This design comes from an exercise in tuning for small area, a short achievable clock period and few clock cycles on the open sky130 flow, not from production work. The RTL was checked by simulation tests, not by an equivalence proof against the original design.

==> flow/design.v, too long to show whole: its modules and the start of the top module <==
// module hash64_core: 382 lines
// module hash64_mulacc: 3278 lines
module hash64_core (
    input  wire        clk,
    input  wire        rst,
    input  wire        start,
    input  wire [15:0] base,
    input  wire [15:0] offset,
    input  wire [6:0]  length,
    output wire        busy,
    output reg         done,
    output wire [63:0] digest,
    output reg         mem_req,
    output reg  [15:0] mem_addr,
    input  wire        mem_ack,
    input  wire [63:0] mem_rdata
);
  // ...
==> flow/flow/run.sh <==
#!/bin/bash
set -euo pipefail
MARGIN=${MARGIN:-16}
sed -E "s/SETUP_SLACK_MARGIN=[^ ]+/SETUP_SLACK_MARGIN=${MARGIN} MAX_REPAIR_ANTENNAS_ITER_DRT=10/" standard.sh > standard_margin.sh
grep -q "SETUP_SLACK_MARGIN=${MARGIN}" standard_margin.sh
bash standard_margin.sh > flow_make.log 2>&1
==> flow/standard.sh <==
#!/bin/bash
# synth_recipe.tcl (not shown) runs the flow's synth.tcl, then flattens the netlist and writes it again
# the make line also repeats each setting of config.mk as NAME=value (left out here)
make -C /OpenROAD-flow-scripts/flow DESIGN_CONFIG=/design/flow/config.mk WORK_HOME=/design/flow/orfs CLKGATE_MAP_FILE= SYNTH_SCRIPT=/design/flow/synth_recipe.tcl "${@:-finish}"
==> flow/config.mk <==
export PLATFORM = sky130hd
export DESIGN_NAME = hash64_core
export DESIGN_NICKNAME = hash64_core
export VERILOG_FILES = /design/flow/design.v
export SDC_FILE = /design/flow/constraint.sdc
export NUM_CORES = 4
export LEC_CHECK = 0
export CAP_MARGIN = 20
export CORE_MARGIN = 2
export CORE_UTILIZATION = 35
export PLACE_DENSITY = 0.5
export SETUP_SLACK_MARGIN = 0.5
export SLEW_MARGIN = 20
==> flow/constraint.sdc <==
create_clock -name core_clock -period 24.0 [get_ports {clk}]
set_input_delay 4.8000 -clock core_clock [delete_from_list [all_inputs] [get_ports {clk}]]
set_output_delay 4.8000 -clock core_clock [all_outputs]
set_load 0.01 [all_outputs]
==> impl_metrics.py, run 1 <==
metrics = {
    "status": {
        "status": "finished clean",
    },
    "global_route": {
        "overflow": 0,
        "antenna_found_initial": 106,
    },
    "cts": {
        "cts_buffer_depth": 4,
        "cts_buffers": 82,
        "cts_hold_buf": 0,
    },
    "critical_path": {
        "crit_arrival_ps": 9510,
        "r2r-end": "P[58]",
        "cp.depth": 20,
        "crit_chain": "buf_4 > a222oi_1 > nand2_2 > xnor2_2 > buf_4 > nand2_1 > o211ai_1 > fa_1 > inv_1 > fa_1 > fa_1 > fa_1 > fa_1 > inv_1 > fa_1 > ha_4 > nand3_1 > o41ai_4 > buf_4 > xor2_4",
        "endpoint_kind": "flop",
    },
    "synth": {
        "ys_seq_area_share_pct": 15.6,
        "synth.distinct_cells": 90,
        "synth_ff_type": "edfxtp_1",
        "syn_avg_cell_area_um2": 8.41,
        "synthTopCellsByCount": "inv_1, fa_1, nand2_1",
    },
    "hold_path": {
        "hp-start": "done",
        "hold_depth": 2,
    },
    "placement": {
        "portBuffers": 189,
        "dp_cells": 15049,
        "dp_hpwl_um": 563000,
        "dpl_cell_area_um2": 106000,
    },
    "floorplan": {
        "core_um2": 279000,
        "start_util_pct": 35.1,
    },
    "sta": {
        "grt_setup_unrepaired": "true",
    },
    "finish": {
        "seqCellArea_um2": 15200,
        "design_area_um2": 114000,
        "n_all_inverters": 1182,
        "final_cell_mix": "inv_1, fa_1, nand2_1, a21oi_1, a22oi_1",
        "clock_cell_area_share_pct": 2.28,
        "nFillCells": 28350,
        "multi_input_gates": 8893,
    },
    "routing": {
        "drcViolationCount": 0,
    },
}
Testbench counts, summed over its fixed seeds: cycles 18,038.
==> module hash64_core, before the edit <==
module hash64_core (
    input  wire        clk,
    input  wire        rst,
    input  wire        start,
    input  wire [15:0] base,
    input  wire [15:0] offset,
    input  wire [6:0]  length,
    output wire        busy,
    output reg         done,
    output wire [63:0] digest,
    output reg         mem_req,
    output reg  [15:0] mem_addr,
    input  wire        mem_ack,
    input  wire [63:0] mem_rdata
);
    localparam [63:0] K0 = 64'hc3a5c85c97cb3127;
    localparam [63:0] K1 = 64'hb492b66fbe98f273;
    localparam [63:0] K2 = 64'h9ae16a3b2f90404f;
    localparam [63:0] K9 = 64'h71ecbc14ac124357;
    localparam [2:0] T_Z = 3'd0,    
                     T_S = 3'd1,    
                     T_4 = 3'd2,    
                     T_8 = 3'd3,    
                     T_1 = 3'd4,    
                     T_2 = 3'd5,    
                     T_3 = 3'd6;    
    function [63:0] rotr;
        input [63:0] v;
        input integer r;
        rotr = (v >> r) | (v << (64 - r));
    endfunction
    function [63:0] shiftmix;
        input [63:0] v;
        shiftmix = v ^ (v >> 47);
    endfunction
    reg        busy_r;
    reg [2:0]  tr;           
    reg [4:0]  st;           
    reg [15:0] s_addr;       
    reg [6:0]  n;            
    reg [10:0] m9lo;         
    reg [31:0] b_one, b_two, b_neg;   
    reg [63:0] R;            
    reg [63:0] P;            
    reg [63:0] UA, VA, UB, VB;
    assign busy   = busy_r;
    assign digest = P;
    reg        c_fin;        
    reg        c_me;         
    reg        c_xa, c_xb;   
    reg [6:0]  c_y;          
    reg [5:0]  c_b;          
    reg        c_c1;         
    reg        c_c2u, c_c2v; 
    reg [1:0]  c_uin;        
    reg [1:0]  c_ut;         
    reg [2:0]  c_vin;        
    reg        c_spu;        
    reg        c_vp;         
    reg [1:0]  c_vr;         
    reg [2:0]  c_ua;         
    reg [2:0]  c_va;         
    reg [2:0]  c_ub;         
    reg [2:0]  c_vb;         
    localparam [6:0] Y_ONE = 7'd1, Y_R = 7'd2, Y_ROT = 7'd4, Y_UA = 7'd8,
                     Y_UB = 7'd16, Y_P = 7'd32, Y_SMP = 7'd64;
    localparam [5:0] B_K1 = 6'd1, B_K2 = 6'd2, B_M = 6'd4, B_M0 = 6'd8,
                     B_M9 = 6'd16, B_K0 = 6'd32;
    localparam CW = 48;
    function [CW-1:0] dec;
        input [2:0] dtr;
        input [4:0] dst;
        reg        fin, me, xa, xb, c1, c2u, c2v, vp, spu, req, on;
        reg [6:0]  y;
        reg [5:0]  b;
        reg [1:0]  uin, ut, vr;
        reg [2:0]  vin;
        reg [2:0]  ua, va, ub, vb, k;
        begin
            fin = 1'b0; me = 1'b0; xa = 1'b0; xb = 1'b0;
            c1 = 1'b0; c2u = 1'b0; c2v = 1'b0; vp = 1'b0; spu = 1'b0;
            req = 1'b0; on = 1'b0; k = 3'd0;
            y = 7'd0; b = 6'd0; uin = 2'd0; ut = 2'd0; vin = 3'd0; vr = 2'd0;
            ua = 3'd0; va = 3'd0; ub = 3'd0; vb = 3'd0;
            case (dtr)
                T_Z: case (dst)
                    5'd1: begin me = 1'b1; y = Y_ONE; b = B_K2; fin = 1'b1; end
                    default: ;
                endcase
                T_S: case (dst)
                    5'd1: req = 1'b1;
                    5'd2: begin ua = 3'd4; va = 3'd5; end
                    5'd3: begin me = 1'b1; y = Y_UA; b = B_K2; end
                    5'd4: begin me = 1'b1; xa = 1'b1; b = B_K0; va = 3'd2; end
                    5'd5: ua = 3'd2;
                    5'd6: begin me = 1'b1; y = Y_UA; b = B_K2; fin = 1'b1; end
                    default: ;
                endcase
                T_4: case (dst)
                    5'd1: req = 1'b1;
                    5'd2: begin ua = 3'd5; va = 3'd4; end
                    5'd3: begin me = 1'b1; xa = 1'b1; y = Y_UA; b = B_M; end
                    5'd4: begin me = 1'b1; xa = 1'b1; y = Y_SMP; b = B_M; end
                    5'd5: begin me = 1'b1; y = Y_SMP; b = B_M; fin = 1'b1; end
                    default: ;
                endcase
                T_8: case (dst)
                    5'd1: req = 1'b1;
                    5'd2: begin req = 1'b1; on = 1'b1; k = 3'd1; vb = 3'd2; end
                    5'd3: begin me = 1'b1; y = Y_ROT; b = B_M; c2v = 1'b1;
                                vin = 3'd3; vr = 2'd2; vb = 3'd1; end
                    5'd4: begin me = 1'b1; xb = 1'b1; b = B_M; vb = 3'd3; end
                    5'd5: begin me = 1'b1; xb = 1'b1; y = Y_P; b = B_M; va = 3'd3; end
                    5'd6: begin me = 1'b1; xa = 1'b1; y = Y_SMP; b = B_M; end
                    5'd7: begin me = 1'b1; y = Y_SMP; b = B_M; fin = 1'b1; end
                    default: ;
                endcase
                T_1: case (dst)
                    5'd1: begin req = 1'b1; k = 3'd0; end
                    5'd2: begin req = 1'b1; on = 1'b1; k = 3'd1;
                                me = 1'b1; y = Y_R; b = B_K1; end
                    5'd3: begin req = 1'b1; k = 3'd1;
                                me = 1'b1; y = Y_R; b = B_M; ub = 3'd5; end
                    5'd4: begin req = 1'b1; on = 1'b1; k = 3'd2;
                                uin = 2'd0; ut = 2'd0; ua = 3'd1;
                                vin = 3'd4; vp = 1'b1; vr = 2'd1; va = 3'd1;
                                spu = 1'b1; vb = 3'd6; end
                    5'd5: begin me = 1'b1; y = Y_R; b = B_K2; c1 = 1'b1; c2v = 1'b1; end
                    5'd6: begin me = 1'b1; xa = 1'b1; y = Y_P; b = B_M; end
                    5'd7: begin me = 1'b1; xa = 1'b1; y = Y_SMP; b = B_M; end
                    5'd8: begin me = 1'b1; y = Y_SMP; b = B_M; fin = 1'b1; end
                    default: ;
                endcase
                default: case (dst)
                    5'd1: begin req = 1'b1; k = 3'd0; end
                    5'd2: begin req = 1'b1; k = 3'd1;
                                me = 1'b1; y = Y_R; b = B_K1; end
                    5'd3: begin req = 1'b1; k = 3'd3;
                                ua = 3'd6;
                                vin = 3'd0; vp = 1'b1; vr = 2'd1; va = 3'd1; end
                    5'd4: begin req = 1'b1; k = 3'd2;
                                me = 1'b1; y = Y_R; b = B_M0; end
                    5'd5: begin req = 1'b1; on = (dtr == T_2); k = 3'd4;
                                me = 1'b1; y = Y_R; b = B_K2;
                                uin = 2'd1; ut = 2'd0; ua = 3'd1;
                                vin = 3'd1; vp = 1'b1; va = 3'd1; end
                    5'd6: begin req = 1'b1; on = (dtr == T_2); k = (dtr == T_2) ? 3'd3 : 3'd5;
                                me = 1'b1; y = Y_R; b = B_K1;
                                uin = 2'd1; ut = 2'd1; ua = 3'd1; end
                    5'd7: begin req = 1'b1; on = (dtr == T_2); k = (dtr == T_2) ? 3'd1 : 3'd7;
                                me = 1'b1; xa = 1'b1; y = Y_UA; b = B_M0;
                                ub = 3'd6;
                                vin = 3'd0; vp = 1'b1; vr = 2'd1; vb = 3'd1; end
                    5'd8: begin req = 1'b1; on = (dtr == T_2); k = (dtr == T_2) ? 3'd2 : 3'd6;
                                me = 1'b1; y = Y_R; b = B_M; ua = 3'd2; end
                    5'd9: begin me = 1'b1; y = Y_R; b = B_K2;
                                uin = 2'd2; ut = 2'd0; ub = 3'd1;
                                vin = 3'd2; vp = 1'b1; vb = 3'd1; end
                    5'd10: begin me = 1'b1; y = Y_UA; b = B_M0;
                                 uin = 2'd2; ut = 2'd1; ub = 3'd1; end
                    5'd11: begin me = 1'b1; xb = 1'b1; y = Y_UB; b = B_M; ua = 3'd3; end
                    5'd12: begin me = 1'b1; xb = 1'b1; y = Y_SMP; b = B_M;
                                 req = (dtr == T_3); on = 1'b1; k = 3'd1; end
                    5'd13: begin
                        me = 1'b1;
                        if (dtr == T_2) begin
                            y = Y_SMP; b = B_M; c1 = 1'b1;
                        end else begin
                            y = Y_R; b = B_M; va = 3'd2;
                            uin = 2'd3; ut = 2'd2; ub = 3'd1;
                            req = 1'b1; on = 1'b1; k = 3'd4;
                        end
                    end
                    5'd14: begin
                        me = 1'b1;
                        if (dtr == T_2) begin
                            y = Y_P; b = B_M; fin = 1'b1;
                        end else begin
                            y = Y_R; b = B_K1;
                            uin = 2'd1; ut = 2'd0; ua = 3'd1;
                            vin = 3'd1; vp = 1'b1; va = 3'd1;
                            req = 1'b1; on = 1'b1; k = 3'd3;
                        end
                    end
                    5'd15: if (dtr == T_3) begin
                        me = 1'b1; y = Y_UB; b = B_M;
                        vb = 3'd6;
                        vin = 3'd1; vp = 1'b1; vr = 2'd1; va = 3'd1;
                        req = 1'b1; on = 1'b1; k = 3'd2;
                    end
                    5'd16: if (dtr == T_3) begin
                        me = 1'b1; y = Y_R; b = B_K2; c1 = 1'b1; c2v = 1'b1; ub = 3'd5;
                    end
                    5'd17: if (dtr == T_3) begin
                        me = 1'b1; xa = 1'b1; y = Y_P; b = B_M;
                    end
                    5'd18: if (dtr == T_3) begin
                        me = 1'b1; xa = 1'b1; y = Y_SMP; b = B_M;
                    end
                    5'd19: if (dtr == T_3) begin
                        me = 1'b1; y = Y_SMP; b = B_M9; c2u = 1'b1; fin = 1'b1;
                    end
                    default: ;
                endcase
            endcase
            dec = {fin, me, xa, xb, y, b, c1, c2u, c2v, uin, ut, vin, vp, spu, vr,
                   ua, va, ub, vb, req, on, k};
        end
    endfunction
    wire       go    = start && !busy_r;
    wire       stall = mem_req && !mem_ack;
    wire       adv   = busy_r && !stall;
    wire       hold  = busy_r && stall;
    wire [2:0] tier_in = (length == 7'd0)  ? T_Z :
                         (length <= 7'd3)  ? T_S :
                         (length <= 7'd7)  ? T_4 :
                         (length <= 7'd16) ? T_8 :
                         (length <= 7'd32) ? T_1 :
                         (length <= 7'd64) ? T_2 : T_3;
    wire [CW-1:0] dw_go = dec(tier_in, 5'd1);
    wire [CW-1:0] dw_nx = dec(tr, st + 5'd1);
    wire [CW-1:0] dw    = busy_r ? dw_nx : dw_go;
    wire [6:0]  off_nx  = dw_nx[3] ? n - {1'b0, dw_nx[2:0], 3'b000} : {1'b0, dw_nx[2:0], 3'b000};
    wire [15:0] s_in    = base + offset;
    wire [7:0]  adj     = (tr == T_3) ? 8'd114 : (tr == T_2) ? 8'd30 : 8'd0;
    wire [7:0]  mlo     = 8'h4f + {n, 1'b0} - adj;
    wire [5:0]  b_nx   = dw_nx[36:31];
    wire [63:0] mM     = {K2[63:8], mlo};
    wire [63:0] mM0    = (tr == T_2) ? K2 - 64'd30 : K2 - 64'd114;
    wire [63:0] mM9    = {K9[63:11], m9lo};
    wire [63:0] b_nxt  = ({64{b_nx[0]}} & K1)
                       | ({64{b_nx[1]}} & K2)
                       | ({64{b_nx[2]}} & mM)
                       | ({64{b_nx[3]}} & mM0)
                       | ({64{b_nx[4]}} & mM9)
                       | ({64{b_nx[5]}} & K0);
    wire [63:0] b_next = busy_r ? b_nxt : K2;
    function [95:0] booth;
        input [63:0] b;
        reg [64:0] bx;
        reg [31:0] o, t, g;
        integer i;
        begin
            bx = {b, 1'b0};
            for (i = 0; i < 32; i = i + 1) begin
                o[i] = bx[2*i+1] ^ bx[2*i];
                t[i] = (bx[2*i+2] & ~bx[2*i+1] & ~bx[2*i]) | (~bx[2*i+2] & bx[2*i+1] & bx[2*i]);
                g[i] = bx[2*i+2];
            end
            booth = {o, t, g};
        end
    endfunction
    localparam [95:0] BK1 = booth(K1), BK2 = booth(K2), BK9 = booth(K9), BK0 = booth(K0);
    reg  [3:0]  b_fam;                   
    reg  [7:0]  bo_lo, bt_lo, bn_lo;     
    wire [95:0] b_enc = booth(b_next);
    wire [3:0]  fam_next = busy_r ? {b_nx[5], b_nx[4], |b_nx[3:1], b_nx[0]} : 4'b0010;
    always @(posedge clk) begin
        if (!hold) begin
            b_fam <= fam_next;
            bo_lo <= b_enc[71:64];
            bt_lo <= b_enc[39:32];
            bn_lo <= b_enc[7:0];
        end
    end
    function [23:0] fam_digits;    
        input [3:0]  fam;
        input [23:0] d1, d2, d9, d0;
        fam_digits = ({24{fam[0]}} & d1) | ({24{fam[1]}} & d2)
                   | ({24{fam[2]}} & d9) | ({24{fam[3]}} & d0);
    endfunction
    always @(*) begin
        b_one = {fam_digits(b_fam, BK1[95:72], BK2[95:72], BK9[95:72], BK0[95:72]), bo_lo};
        b_two = {fam_digits(b_fam, BK1[63:40], BK2[63:40], BK9[63:40], BK0[63:40]), bt_lo};
        b_neg = {fam_digits(b_fam, BK1[31:8],  BK2[31:8],  BK9[31:8],  BK0[31:8]),  bn_lo};
    end
    always @(posedge clk) begin
        if (!busy_r) begin
            tr     <= tier_in;
            n      <= length;
            s_addr <= s_in;
        end else if (!stall) begin
            m9lo   <= {3'b000, mlo} + {mlo, 3'b000};    
        end
        if (!hold) begin
            st <= busy_r ? st + 5'd1 : 5'd1;
            {c_fin, c_me, c_xa, c_xb, c_y, c_b, c_c1, c_c2u, c_c2v,
             c_uin, c_ut, c_vin, c_vp, c_spu, c_vr, c_ua, c_va, c_ub, c_vb} <= dw[CW-1:5];
            mem_addr <= busy_r ? s_addr + {9'd0, off_nx} : s_in;    
        end
    end
    always @(posedge clk) begin
        if (rst) begin
            busy_r  <= 1'b0;
            done    <= 1'b0;
            mem_req <= 1'b0;
        end else if (go) begin
            busy_r  <= 1'b1;
            done    <= 1'b0;
            mem_req <= dw_go[4];
        end else if (adv) begin
            mem_req <= dw_nx[4];
            if (c_fin) begin
                busy_r <= 1'b0;
                done   <= 1'b1;
            end
        end
    end
    wire [63:0] smp = shiftmix(P);
    wire [63:0] xop = ({64{c_xa}} & VA) | ({64{c_xb}} & VB)
                    | ({64{c_y[0]}} & 64'd1)
                    | ({64{c_y[1]}} & R)
                    | ({64{c_y[2]}} & rotr(R, 37));
    wire [63:0] yop = ({64{c_y[3]}} & UA)
                    | ({64{c_y[4]}} & UB)
                    | ({64{c_y[5]}} & P)
                    | ({64{c_y[6]}} & smp);
    wire [63:0] mop_a = xop ^ yop;
    wire [63:0] mop_c = {64{c_c1}} & UA;
    wire [63:0] mop_d = ({64{c_c2u}} & UB) | ({64{c_c2v}} & VB);
    wire [63:0] prod;
    hash64_mulacc mul (.a(mop_a), .bo(b_one), .bt(b_two), .bn(b_neg),
                       .c(mop_c), .d(mop_d), .p(prod));
    wire [63:0] sumpr = (c_spu ? UB : P) + R;
    wire [63:0] rk2   = R + K2;
    wire [63:0] rot43 = rotr(sumpr, 43);
    wire [63:0] u_in  = (c_uin == 2'd1) ? UA : (c_uin == 2'd2) ? UB :
                        (c_uin == 2'd3) ? (UA >> 17) : 64'd0;
    wire [63:0] u_t   = (c_ut == 2'd0) ? rotr(P, 30) : (c_ut == 2'd1) ? P : (smp >> 21);
    wire [63:0] v_in  = (c_vin == 3'd1) ? VA : (c_vin == 3'd2) ? VB :
                        (c_vin == 3'd3) ? rotr(VB, 25) : (c_vin == 3'd4) ? UB : 64'd0;
    wire [63:0] v_p   = c_vp ? P : 64'd0;
    wire [63:0] v_r   = (c_vr == 2'd1) ? rotr(rk2, 18) : (c_vr == 2'd2) ? R : 64'd0;
    wire [63:0] u_new = u_in + u_t;
    wire [63:0] v_new = v_in + v_p + v_r;
    wire [6:0]  nm1   = n - 7'd1;
    wire [6:0]  nh    = {1'b0, n[6:1]};
    wire [6:0]  nm4   = n - 7'd4;
    wire [7:0]  by_b  = R[{nh[2:0], 3'b000} +: 8];
    wire [7:0]  by_c  = R[{nm1[2:0], 3'b000} +: 8];
    wire [63:0] s_y   = {48'd0, by_b, R[7:0]};
    wire [63:0] s_z   = {54'd0, by_c, n[1:0]};
    wire [63:0] s_u   = {29'd0, R[31:0], 3'b000} + {57'd0, n};
    wire [63:0] s_v   = {32'd0, R[{nm4[1:0], 3'b000} +: 32]};
    always @(posedge clk) begin
        if (!stall)
            R <= mem_rdata;
        if (adv) begin
            if (c_me) P <= prod;
            case (c_ua)
                3'd1: UA <= u_new;
                3'd2: UA <= VA ^ smp;
                3'd3: UA <= smp;
                3'd4: UA <= s_y;
                3'd5: UA <= s_u;
                3'd6: UA <= rot43;
                default: ;
            endcase
            case (c_va)
                3'd1: VA <= v_new;
                3'd2: VA <= smp;
                3'd3: VA <= P;
                3'd4: VA <= s_v;
                3'd5: VA <= s_z;
                default: ;
            endcase
            case (c_ub)
                3'd1: UB <= u_new;
                3'd5: UB <= P;
                3'd6: UB <= rot43;
                default: ;
            endcase
            case (c_vb)
                3'd1: VB <= v_new;
                3'd2: VB <= rk2;
                3'd3: VB <= P;
                3'd6: VB <= rot43;
                default: ;
            endcase
        end
    end
endmodule
==> inputs of run 2 (changes only) <==
--- a/flow/design.v
+++ b/flow/design.v
@@ -43,6 +43,8 @@
     reg [63:0] R;            
     reg [63:0] P;            
     reg [63:0] UA, VA, UB, VB;
+    wire [63:0] r_d;                  
+    reg  [63:0] ua_d, va_d, ub_d, vb_d;
     assign busy   = busy_r;
     assign digest = P;
     reg        c_fin;        
@@ -307,15 +309,24 @@
         end
     end
     wire [63:0] smp = shiftmix(P);
-    wire [63:0] xop = ({64{c_xa}} & VA) | ({64{c_xb}} & VB)
-                    | ({64{c_y[0]}} & 64'd1)
-                    | ({64{c_y[1]}} & R)
-                    | ({64{c_y[2]}} & rotr(R, 37));
-    wire [63:0] yop = ({64{c_y[3]}} & UA)
-                    | ({64{c_y[4]}} & UB)
-                    | ({64{c_y[5]}} & P)
-                    | ({64{c_y[6]}} & smp);
-    wire [63:0] mop_a = xop ^ yop;
+    wire [6:0]  n_y  = dw[43:37];
+    wire        n_xb = dw[44];
+    wire        n_xa = dw[45];
+    wire [63:0] xpre = ({64{n_xa}} & va_d) | ({64{n_xb}} & vb_d)
+                     | ({64{n_y[0]}} & 64'd1)
+                     | ({64{n_y[1]}} & r_d)
+                     | ({64{n_y[2]}} & rotr(r_d, 37));
+    wire [63:0] ypre = ({64{n_y[3]}} & ua_d) | ({64{n_y[4]}} & ub_d);
+    reg  [63:0] A_pre;
+    reg         c_yp;        
+    always @(posedge clk) begin
+        if (!hold) begin
+            A_pre <= xpre ^ ypre;
+            c_yp  <= n_y[5] | n_y[6];
+        end
+    end
+    wire [63:0] mop_a = A_pre ^ ({64{c_yp}} & P)
+                              ^ {47'd0, {17{c_y[6]}} & P[63:47]};
     wire [63:0] mop_c = {64{c_c1}} & UA;
     wire [63:0] mop_d = ({64{c_c2u}} & UB) | ({64{c_c2v}} & VB);
     wire [63:0] prod;
@@ -342,43 +353,51 @@
     wire [63:0] s_z   = {54'd0, by_c, n[1:0]};
     wire [63:0] s_u   = {29'd0, R[31:0], 3'b000} + {57'd0, n};
     wire [63:0] s_v   = {32'd0, R[{nm4[1:0], 3'b000} +: 32]};
-    always @(posedge clk) begin
-        if (!stall)
-            R <= mem_rdata;
+    assign r_d = stall ? R : mem_rdata;
+    always @(*) begin
+        ua_d = UA; va_d = VA; ub_d = UB; vb_d = VB;
         if (adv) begin
-            if (c_me) P <= prod;
             case (c_ua)
-                3'd1: UA <= u_new;
-                3'd2: UA <= VA ^ smp;
-                3'd3: UA <= smp;
-                3'd4: UA <= s_y;
-                3'd5: UA <= s_u;
-                3'd6: UA <= rot43;
+                3'd1: ua_d = u_new;
+                3'd2: ua_d = VA ^ smp;
+                3'd3: ua_d = smp;
+                3'd4: ua_d = s_y;
+                3'd5: ua_d = s_u;
+                3'd6: ua_d = rot43;
                 default: ;
             endcase
             case (c_va)
-                3'd1: VA <= v_new;
-                3'd2: VA <= smp;
-                3'd3: VA <= P;
-                3'd4: VA <= s_v;
-                3'd5: VA <= s_z;
+                3'd1: va_d = v_new;
+                3'd2: va_d = smp;
+                3'd3: va_d = P;
+                3'd4: va_d = s_v;
+                3'd5: va_d = s_z;
                 default: ;
             endcase
             case (c_ub)
-                3'd1: UB <= u_new;
-                3'd5: UB <= P;
-                3'd6: UB <= rot43;
+                3'd1: ub_d = u_new;
+                3'd5: ub_d = P;
+                3'd6: ub_d = rot43;
                 default: ;
             endcase
             case (c_vb)
-                3'd1: VB <= v_new;
-                3'd2: VB <= rk2;
-                3'd3: VB <= P;
-                3'd6: VB <= rot43;
+                3'd1: vb_d = v_new;
+                3'd2: vb_d = rk2;
+                3'd3: vb_d = P;
+                3'd6: vb_d = rot43;
                 default: ;
             endcase
         end
     end
+    always @(posedge clk) begin
+        R  <= r_d;
+        UA <= ua_d;
+        VA <= va_d;
+        UB <= ub_d;
+        VB <= vb_d;
+        if (adv && c_me)
+            P <= prod;
+    end
 endmodule
 module hash64_mulacc (
     input  wire [63:0] a,
==> run 2 against run 1 <==
Effect of this change: critical path type unchanged; highest routed layer unchanged; setup slack improved by 650 ps; sequential share of layout area decreased by 1.9 points; the layout now fails its checks (capacitance limit, slew limit); die area increased by 3.0%; routed wire length increased by 2.5%; via count increased by 4.2%.
==> impl_metrics.py, run 2 <==
metrics = {
    "cts": {
        "cts_tree": "done",
        "htreeDepth": 3,
        "cts_hold_buf": 0,
        "cts_buffer_depth": 4,
        "cts_buffers": 89,
        "cts_root_buffer": "clkbuf_16",
        "cts.clk_slew.worst_paths_ps": 60,
        "clock_latency_ps": 920,
        "cts_sinks": 565,
    },
    "critical_path": {
        "r2r_setup_slack_ps": 15660,
        "cp.depth": 28,
        "cp-start-kind": "flop",
        "r2r_cells": 28,
        "cpMostUsedCell": "fa_1",
        "slowest_stage": "fa_1",
        "crit_type": "reg -> reg",
        "r2r-end": "P[63]",
        "worst-path-buf-inv": 4,
        "r2r_start": "c_yp",
        "endpoint_kind": "flop",
        "crit_path_start": "c_yp",
        "worstPathRequired_ps": 24610,
        "cpPeakStageDelay_ps": 620,
        "critPathMaxFanout": 15,
        "crit_family": "adder cells",
        "crit_arrival_ps": 8950,
        "endpoint": "P[63]",
    },
    "global_route": {
        "overflow": 0,
        "grtUsageTotal_pct": 51.5,
        "grt_pass1_vias": 107884,
        "grt_start_max_net_pins": 107,
        "grt_pass1_wl_um": 1010000,
        "use_met1_pct": 58.9,
        "antenna_found_initial": 103,
        "use_met3_pct": 17.7,
        "use_met2_pct": 74.0,
        "busiest_layer": "met2",
    },
    "synth": {
        "synth-async-reset-ratio_pct": 0,
        "netlist_top_cells_area": "fa_1, xnor2_1, edfxtp_1",
        "syn-num-nets": 13865,
        "synth_edf_count": 242,
        "yosysWarnings": 1,
        "ys_seq_area_share_pct": 13.6,
        "synth_area_um2": 101000,
        "synth_most_common_cell": "inv_1",
        "synthCells": 12360,
        "synth_top_area_share_pct": 21.7,
        "netlist.top_cell.by_area": "fa_1",
        "ys_ff_latch": 565,
        "synth_ff_type": "dfxtp_1",
        "synth.distinct_cells": 109,
        "synthTopCellsByCount": "inv_1, fa_1, nand2_1",
        "syn_avg_cell_area_um2": 8.15,
    },
    "floorplan": {
        "ioPinCount": 190,
        "chipWidth_um": 541,
        "rows": 196,
        "start_util_pct": 35.3,
        "dieArea_um2": 292000,
        "core_um2": 286000,
        "die_y_um": 541,
    },
    "routing": {
        "ant_nets": 0,
        "drt-initial-drc-count": 18307,
        "routed_wl_um": 774000,
        "wl_per_cell_um": 47.4,
        "drcViolationCount": 0,
        "viasPerCell": 6.88,
        "drt_pass1_iterations": 10,
        "vias": 112280,
    },
    "status": {
        "so_faults": "capacitance limit, slew limit",
        "status": "complete, but fails checks",
    },
    "finish": {
        "layout-drive-gt1-share_pct": 15.0,
        "nFillCells": 28955,
        "mostFrequentLayoutCell": "inv_1",
        "fin_cells": 16321,
        "area_delta_synth_final_pct": 18.8,
        "final_cell_mix": "inv_1, fa_1, nand2_1, a21oi_1, nor2_1",
        "nets": 13901,
    },
    "sta": {
        "tns_ps": 0,
        "finalHoldViolCount": 0,
        "fin_crit_ps": 8340,
        "clock-skew-final_ps": 77.2,
        "final-setup-viol-count": 0,
        "tightest_slew_ps": 2180,
        "maxSlewViolCount": 2,
        "grt_setup_unrepaired": "true",
        "slew-limit-headroom_pct": -47.1,
        "finalCritPeriodShare_pct": 34.7,
        "max_freq_ghz": 0.120,
        "holdWs_ps": 487,
    },
    "run": {
        "max-cap-violations": 1,
    },
    "placement": {
        "portBuffers": 189,
        "dp_hpwl_um": 583000,
        "dp_cells": 15784,
        "place.gp.congestion": 1.11,
    },
    "hold_path": {
        "hold_class": "reg -> reg",
    },
}
run 2: cell types whose count changed in the layout (fill, tap and decap cells not counted), moves of 40 or more:
cell,previous run,this run
dfxtp_1,2,313
edfxtp_1,505,242
nor2_1,675,791
a22oi_1,753,638
a221oi_1,50,158
inv_1,1159,1238
xnor2_1,721,788
nand2b_1,40,102
nand2_1,960,1017
xor2_1,255,308
a21o_1,212,167
mux2i_1,109,149
run 2: what timing repair did:
item | 4_1_cts | 5_1_grt
setup buffers | 177 | 50
gates cloned | 51 | 4
resized for setup | 641 | 217
pin swaps | 88 | 68
setup endpoints to repair | 172 | 71
run 2: layout make-up:
class	count	area, µm²	area share (%)
multi-input combinational	9471	82200	68.7
timing repair inverter	1	8.76	0.00732
sequential	565	13700	11.5
tap	3762	4710	3.93
inverter	1265	4830	4.04
timing repair buffer	1003	11000	9.23
clock buffer	122	2510	2.10
antenna	97	243	0.203
clock inverter	35	357	0.298
run 2: logic make-up after synthesis:
group                      Yosys count  synth area share, %
AOI/OAI and AO/OA                 3735                 24.5
DFF                                565                 13.6
buffers and inverters             2328                 8.70
other                                1              0.00372
muxes                              417                 5.14
and+or+nand+nor                   2673                 11.7
xor gates and xnor gates          1243                 10.8
adders and majority gates         1398                 25.5
run 2: worst reg2reg max path: cells and delay by family, from the launching register on:
family	cells	cell delay [ps]
xor gates and xnor gates	3	680
DFF	1	440
adders and majority gates	8	3990
and+or+nand+nor	7	1040
buffers and inverters	4	670
AOI/OAI and AO/OA	6	1240
run 2: worst min path at each step:
stage               cells after the start  slack (ps)     end  startpoint
floorplan                               1         440  busy_r       c_fin
global placement                        1         460  busy_r       c_fin
detailed placement                      1         480  busy_r       c_fin
CTS                                     1         490  busy_r       c_fin
global route                            1         520  busy_r       c_fin
finish                                  1         490  busy_r       c_fin
run 2: metal layers:
layer	vias up	share of wire (%)
met5	-	0.031
met4	28	12
met3	3245	12
met2	9960	41
met1	56088	35
li1	42959	-
run 2: through the flow:
| step | worst slack, ps | util, % | area [µm²] |
|---|---|---|---|
| 5_1_grt | 15590 | 41.8 | 119000 |
| 3_3_place_gp | 12800 | 38.0 | 109000 |
| 6_report | 15660 | 41.9 | 120000 |
| 4_1_cts | 15830 | 41.2 | 118000 |
| 3_5_place_dp | 12690 | 38.1 | 109000 |
| 2_1_floorplan | 16010 | - | 101000 |
Testbench counts of run 2, summed over its fixed seeds: cycles 18,038.
==> inputs of run 3 (changes only) <==
--- a/flow/config.mk
+++ b/flow/config.mk
@@ -7,7 +7,7 @@
 export LEC_CHECK = 0
 export CAP_MARGIN = 20
 export CORE_MARGIN = 2
-export CORE_UTILIZATION = 35
-export PLACE_DENSITY = 0.5
+export CORE_UTILIZATION = 38
+export PLACE_DENSITY = 0.6
 export SETUP_SLACK_MARGIN = 0.5
 export SLEW_MARGIN = 20
==> run 3 against run 2 <==
Effect of this change: still fails the layout checks on capacitance limit, slew limit; routed wire length is 9.9% lower; die area fell by 7.8%; synthesized cell count stayed put; register-to-register slack better by 170 ps; cell area down 0.18%; setup slack worse by 280 ps; area after synthesis unchanged; non-clock buffer count is 17 lower; critical endpoint is now A_pre[47].
==> impl_metrics.py, run 3 <==
metrics = {
    "floorplan": {
        "start_util_pct": 38.1,
        "die_y_um": 519,
        "chipWidth_um": 519,
        "rows": 189,
        "ioPinCount": 190,
        "core_um2": 264000,
        "dieArea_um2": 269000,
    },
    "routing": {
        "drt-initial-drc-count": 22439,
        "routed_wl_um": 697000,
        "viasPerCell": 7.09,
        "vias": 113817,
        "ant_nets": 0,
        "drt_pass1_iterations": 22,
        "drcViolationCount": 0,
        "wl_per_cell_um": 43.4,
    },
    "synth": {
        "synth_area_um2": 101000,
        "synth-async-reset-ratio_pct": 0,
        "syn-num-nets": 13865,
        "synth_top_area_share_pct": 21.7,
        "ys_ff_latch": 565,
        "ys_seq_area_share_pct": 13.6,
        "synth_ff_type": "dfxtp_1",
        "netlist.top_cell.by_area": "fa_1",
        "synthTopCellsByCount": "inv_1, fa_1, nand2_1",
        "synth_most_common_cell": "inv_1",
        "synth.distinct_cells": 109,
        "synthCells": 12360,
        "yosysWarnings": 1,
        "netlist_top_cells_area": "fa_1, xnor2_1, edfxtp_1",
        "syn_avg_cell_area_um2": 8.15,
        "synth_edf_count": 242,
    },
    "global_route": {
        "grt_pass1_vias": 105508,
        "grtUsageTotal_pct": 49.7,
        "grt_pass1_wl_um": 931000,
        "antenna_found_initial": 83,
        "overflow": 0,
        "grt_start_max_net_pins": 134,
    },
    "sta": {
        "slew-limit-headroom_pct": -32.8,
        "grt_setup_unrepaired": "true",
        "tightest_slew_ps": 1990,
        "fin_crit_ps": 8620,
        "clock-skew-final_ps": 83.3,
        "maxSlewViolCount": 2,
        "tns_ps": 0,
        "max_freq_ghz": 0.116,
        "finalHoldViolCount": 0,
        "finalCritPeriodShare_pct": 35.9,
        "final-setup-viol-count": 0,
    },
    "critical_path": {
        "cp-start-kind": "primary input",
        "slowest_stage": "mux2i_1",
        "endpoint_kind": "flop",
        "worst-path-buf-inv": 2,
        "worstPathRequired_ps": 24460,
        "crit_family": "compound AO/OA/AOI/OAI gates",
        "r2r_start": "R[42]",
        "r2r_cells": 22,
        "crit_chain": "clkdlybuf4s50_1 > nand2b_4 > buf_4 > mux2i_1 > o22ai_1 > a221oi_2 > xnor2_1",
        "r2r_setup_slack_ps": 15830,
        "critPathMaxFanout": 35,
        "r2r-end": "A_pre[53]",
        "cpPeakStageDelay_ps": 1090,
        "crit_type": "in -> reg",
        "crit_arrival_ps": 9080,
    },
    "finish": {
        "nFillCells": 26408,
        "mostFrequentLayoutCell": "inv_1",
        "seqCellArea_um2": 13700,
        "nets": 13878,
        "area_delta_synth_final_pct": 18.6,
        "multi_input_area_um2": 82400,
        "final_util_pct": 45.2,
        "layout-drive-gt1-share_pct": 15.2,
        "final_cell_mix": "inv_1, fa_1, nand2_1, a21oi_1, xnor2_1",
    },
    "hold_path": {
        "hp-start": "c_fin",
        "hold_class": "reg -> reg",
        "hold_depth": 1,
        "hold_end": "busy_r",
    },
    "placement": {
        "dp_hpwl_um": 507000,
        "place.gp.congestion": 1.16,
        "portBuffers": 189,
    },
    "cts": {
        "clock_latency_ps": 830,
        "cts_buffers": 83,
        "cts_sinks": 565,
        "cts_tree": "done",
        "htreeDepth": 3,
        "cts_root_buffer": "clkbuf_16",
        "cts_hold_buf": 0,
        "cts.clk_slew.worst_paths_ps": 70,
        "cts_buffer_depth": 3,
    },
    "run": {
        "max-cap-violations": 1,
    },
    "status": {
        "so_faults": "capacitance limit, slew limit",
        "status": "complete, but fails checks",
    },
}
[run 3: cell counts after synthesis]
No cell type changed its count.
[run 3: per-layer routing]
layer / vias up / wire length [µm] / GRT usage [%]
met5: - / 1140 / 2.31
met4: 52 / 87200 / 44.7
met3: 4068 / 112000 / 24.6
met2: 11812 / 266000 / 67.4
met1: 54955 / 232000 / 56.9
li1: 42930 / - / -
[run 3: kinds of logic after synthesis]
logic type | count (synthesis) | share of synthesized area (%)
multiplexers | 417 | 5.14
buffers and inverters | 2328 | 8.70
AND/OR/NAND/NOR | 2673 | 11.7
adder cells (fa/ha/maj) | 1398 | 25.5
other | 1 | 0.00372
flip-flops | 565 | 13.6
AO/OA/AOI/OAI | 3735 | 24.5
XOR/XNOR | 1243 | 10.8
[run 3: layout make-up]
cell class,instances,share of cell area [%]
Multi-Input combinational cell,9471,69.0
Sequential cell,565,11.5
Timing Repair Buffer,986,9.18
Inverter,1265,4.04
Tap cell,3533,3.70
Clock buffer,102,1.89
Clock inverter,53,0.527
Antenna cell,85,0.178
Timing Repair inverter,1,0.00733
[run 3: how the worst max path moves through the flow]
stage               startpoint        end  slack (ps)  depth (start not counted)
floorplan                 c_yp      P[62]       16010                         35
global route           mem_ack  A_pre[47]       15750                          7
finish                 mem_ack  A_pre[47]       15380                          7
CTS                       c_yp      P[61]       15870                         32
detailed placement    b_fam[0]      P[63]       13490                         26
global placement          c_yp      P[57]       13200                         30
[run 3: what timing repair did]
| item | 4_1_cts | 5_1_grt |
|---|---|---|
| cloned | 45 | 16 |
| pin swaps | 66 | 157 |
| resized for setup | 564 | 451 |
| endpoints found under the setup margin | 119 | 79 |
| buffers inserted | 164 | 109 |
[run 3: metrics by stage]
step	cells	hold WS, ps	setup WS [ps]	cell area, µm²
global placement	15484	492	13200	108000
floorplan	12360	444	16010	101000
global route	15989	544	15750	119000
CTS	15849	504	15870	116000
detailed placement	15485	479	13490	108000
finish	16061	493	15380	119000
==> inputs of run 4 (changes only) <==
==> flow/config.mk (replaced) <==
export PLATFORM = sky130hd
export DESIGN_NAME = hash64_core
export DESIGN_NICKNAME = hash64_core
export VERILOG_FILES = /design/flow/design.v
export SDC_FILE = /design/flow/constraint.sdc
export NUM_CORES = 4
export LEC_CHECK = 0
export CAP_MARGIN = 35
export CORE_MARGIN = 2
export CORE_UTILIZATION = 35
export PLACE_DENSITY = 0.5
export SETUP_SLACK_MARGIN = 0.5
export SLEW_MARGIN = 35
==> run 4 against run 3 <==
Effect of this change: cell area is 0.61% higher; core utilization is 3.1 points lower; now clean on timing, DRC and antenna; largest cell class unchanged; synthesized cell count stayed put; sequential cell count stayed put; sequential share of layout area is 0.066 points lower; clock-buffer cell count is 9 higher; critical path depth is 23 higher.
==> impl_metrics.py, run 4 <==
metrics = {
    "status": {
        "status": "finished clean",
    },
    "critical_path": {
        "worstPathRequired_ps": 24610,
        "cpPeakStageDelay_ps": 600,
        "critPathMaxFanout": 11,
        "r2r_cells": 30,
        "crit_type": "reg -> reg",
        "r2r-end": "P[63]",
        "cpMostUsedCell": "fa_1",
        "cp-start-kind": "flop",
        "crit_arrival_ps": 9080,
        "slowest_stage": "nor2_2",
        "endpoint_kind": "flop",
        "r2r_start": "c_y[6]",
        "r2r_setup_slack_ps": 15530,
    },
    "hold_path": {
        "hp-start": "c_fin",
        "hold_end": "busy_r",
        "hold_class": "reg -> reg",
        "hold_depth": 1,
    },
    "global_route": {
        "overflow": 0,
        "grt_start_max_net_pins": 107,
        "grt_pass1_wl_um": 1020000,
        "grt_pass1_vias": 107424,
        "antenna_found_initial": 84,
        "grtUsageTotal_pct": 51.5,
    },
    "finish": {
        "layout-drive-gt1-share_pct": 15.0,
        "final_cell_mix": "inv_1, fa_1, nand2_1, a21oi_1, nor2_1",
        "nets": 13902,
        "mostFrequentLayoutCell": "inv_1",
        "area_delta_synth_final_pct": 19.3,
        "nFillCells": 28856,
    },
    "cts": {
        "clock_latency_ps": 900,
        "cts_sinks": 565,
        "htreeDepth": 3,
        "cts_buffer_depth": 4,
        "cts.clk_slew.worst_paths_ps": 80,
        "cts_tree": "done",
        "cts_root_buffer": "clkbuf_16",
        "cts_buffers": 91,
    },
    "run": {
        "max-cap-violations": 0,
    },
    "floorplan": {
        "ioPinCount": 190,
        "start_util_pct": 35.3,
        "dieArea_um2": 292000,
        "core_um2": 286000,
        "chipWidth_um": 541,
        "die_y_um": 541,
        "rows": 196,
    },
    "sta": {
        "finalHoldViolCount": 0,
        "grt_setup_unrepaired": "true",
        "finalCritPeriodShare_pct": 35.3,
        "max_freq_ghz": 0.118,
        "slew-limit-headroom_pct": 26.5,
        "maxSlewViolCount": 0,
        "final-setup-viol-count": 0,
        "fin_crit_ps": 8470,
        "tightest_slew_ps": 1070,
        "setup_slack_ps": 15530,
        "tns_ps": 0,
        "clock-skew-final_ps": 86.2,
    },
    "routing": {
        "routed_wl_um": 777000,
        "viasPerCell": 6.90,
        "drt-initial-drc-count": 18215,
        "vias": 112496,
        "drcViolationCount": 0,
        "wl_per_cell_um": 47.6,
        "drt_pass1_iterations": 14,
        "ant_nets": 0,
    },
    "synth": {
        "synth_top_family_by_area": "adder cells",
        "synth.distinct_cells": 109,
        "synth_area_um2": 101000,
        "synth-xor-area-share_pct": 10.8,
        "syn_avg_cell_area_um2": 8.15,
        "syn-num-nets": 13865,
        "synthCells": 12360,
        "synth_ff_type": "dfxtp_1",
        "yosysWarnings": 1,
        "muxShareOfSynthArea_pct": 5.14,
        "ys_ff_latch": 565,
        "synth-compound-area-share_pct": 24.5,
        "yosys.area_share.simple_pct": 11.7,
        "synthTopCellsByCount": "inv_1, fa_1, nand2_1",
        "netlist_top_cells_area": "fa_1, xnor2_1, edfxtp_1",
        "synthAdderAreaFrac_pct": 25.5,
        "netlist.top_cell.by_area": "fa_1",
        "synth_most_common_cell": "inv_1",
        "synth_edf_count": 242,
        "synth_top_area_share_pct": 21.7,
        "ys_seq_area_share_pct": 13.6,
        "synth-async-reset-ratio_pct": 0,
    },
    "placement": {
        "dp_hpwl_um": 584000,
        "dpl_worst_slack_ps": 12970,
        "place.gp.congestion": 1.11,
        "portBuffers": 189,
    },
}
==> run 4: cell counts after synthesis <==
No cell type changed its count.
==> run 4: what timing repair did <==
item / 4_1_cts / 5_1_grt
resized for setup: 651 / 177
hold endpoints to repair: 0 / 0
endpoints found under the setup margin: 179 / 67
pin swaps: 77 / 65
hold buffers: 0 / 0
cloned: 54 / 4
setup buffers: 164 / 49
==> run 4: worst max-delay path by stage <==
| stage | startpoint | endpoint | slack (ps) | depth (start not counted) |
|---|---|---|---|---|
| final | c_y[6] | P[63] | 15530 | 30 |
| after global routing | c_y[6] | P[63] | 15550 | 30 |
| after CTS | P[46] | P[63] | 15790 | 28 |
| after detailed placement | c_yp | P[63] | 12970 | 29 |
| after global placement | b_fam[0] | P[63] | 12800 | 32 |
| after floorplan | c_yp | P[62] | 16010 | 35 |
==> run 4: cell type report <==
class	count	area, µm²	share of cell area [%]
repair inverters	1	8.76	0.00729
well taps	3762	4710	3.92
clock buffers	111	2430	2.02
inverters	1265	4840	4.02
clock inverters	51	726	0.604
multi-input cells	9470	82400	68.5
repair buffers	1003	11100	9.27
diodes	84	210	0.175
flip-flops and latches	565	13700	11.4
==> run 4: metrics by stage <==
stage / std cells / util, % / hold slack, ps / instance area, µm²
2_1_floorplan: 12360 / - / 444 / 101000
3_3_place_gp: 15782 / 38.0 / 465 / 109000
3_5_place_dp: 15795 / 38.3 / 462 / 109000
4_1_cts: 16175 / 41.5 / 475 / 119000
5_1_grt: 16241 / 42.0 / 505 / 120000
6_report: 16312 / 42.1 / 473 / 120000
==> run 4: logic make-up after synthesis <==
group | count (synthesis)
AO/OA/AOI/OAI | 3735
XOR/XNOR | 1243
adder cells (fa/ha/maj) | 1398
buffers and inverters | 2328
flip-flops | 565
multiplexers | 417
other | 1
AND/OR/NAND/NOR | 2673
==> run 4: critical path, delay by kind of cell, from the launching register on <==
kind / cells / cell delay [ps]
AND/OR/NAND/NOR: 7 / 1450
adder cells (fa/ha/maj): 8 / 3930
flip-flops: 1 / 470
AO/OA/AOI/OAI: 6 / 940
buffers and inverters: 6 / 960
XOR/XNOR: 3 / 450
==> run 4: per-layer routing <==
layer  vias to the layer above  GRT usage (%)  share of wire [%]
met2                     10027           73.9                 41
met3                      3310           18.1                 12
met4                        38           50.5                 13
met5                         -         0.0658              0.033
met1                     56202           58.8                 35
li1                      42919              -                  -

[re-timing with driven ports]
The flow's constraints put no driver on any port. The routed layouts listed below were extracted and timed again, unchanged, in two steps.
Step 1, drivers: a clkbuf_16 drives clk and a buf_2 each remaining input, both assumed.
Step 2 moves the port delays by t, midway between the first and last clock arrival at a register: inputs arrive t later, outputs are due t later. That takes back most of the time a late clock gives input paths.
Three values: no drivers, after step 1, after step 2; two values: the first two.
run	t (ns)	slack for setup (ns)	worst slew at a driven data input, ns
run 1	0.968	15.015 / 15.015 / 15.015	0.13
run 2	0.984	15.661 / 15.661 / 14.844	0.17
run 3	0.893	15.381 / 15.467 / 14.574	0.10
run 4	0.981	15.530 / 15.530 / 14.878	0.15
The setup slack of run 2, which loses most, moves by 0.000 ns with the drivers and by -0.817 ns with both steps.
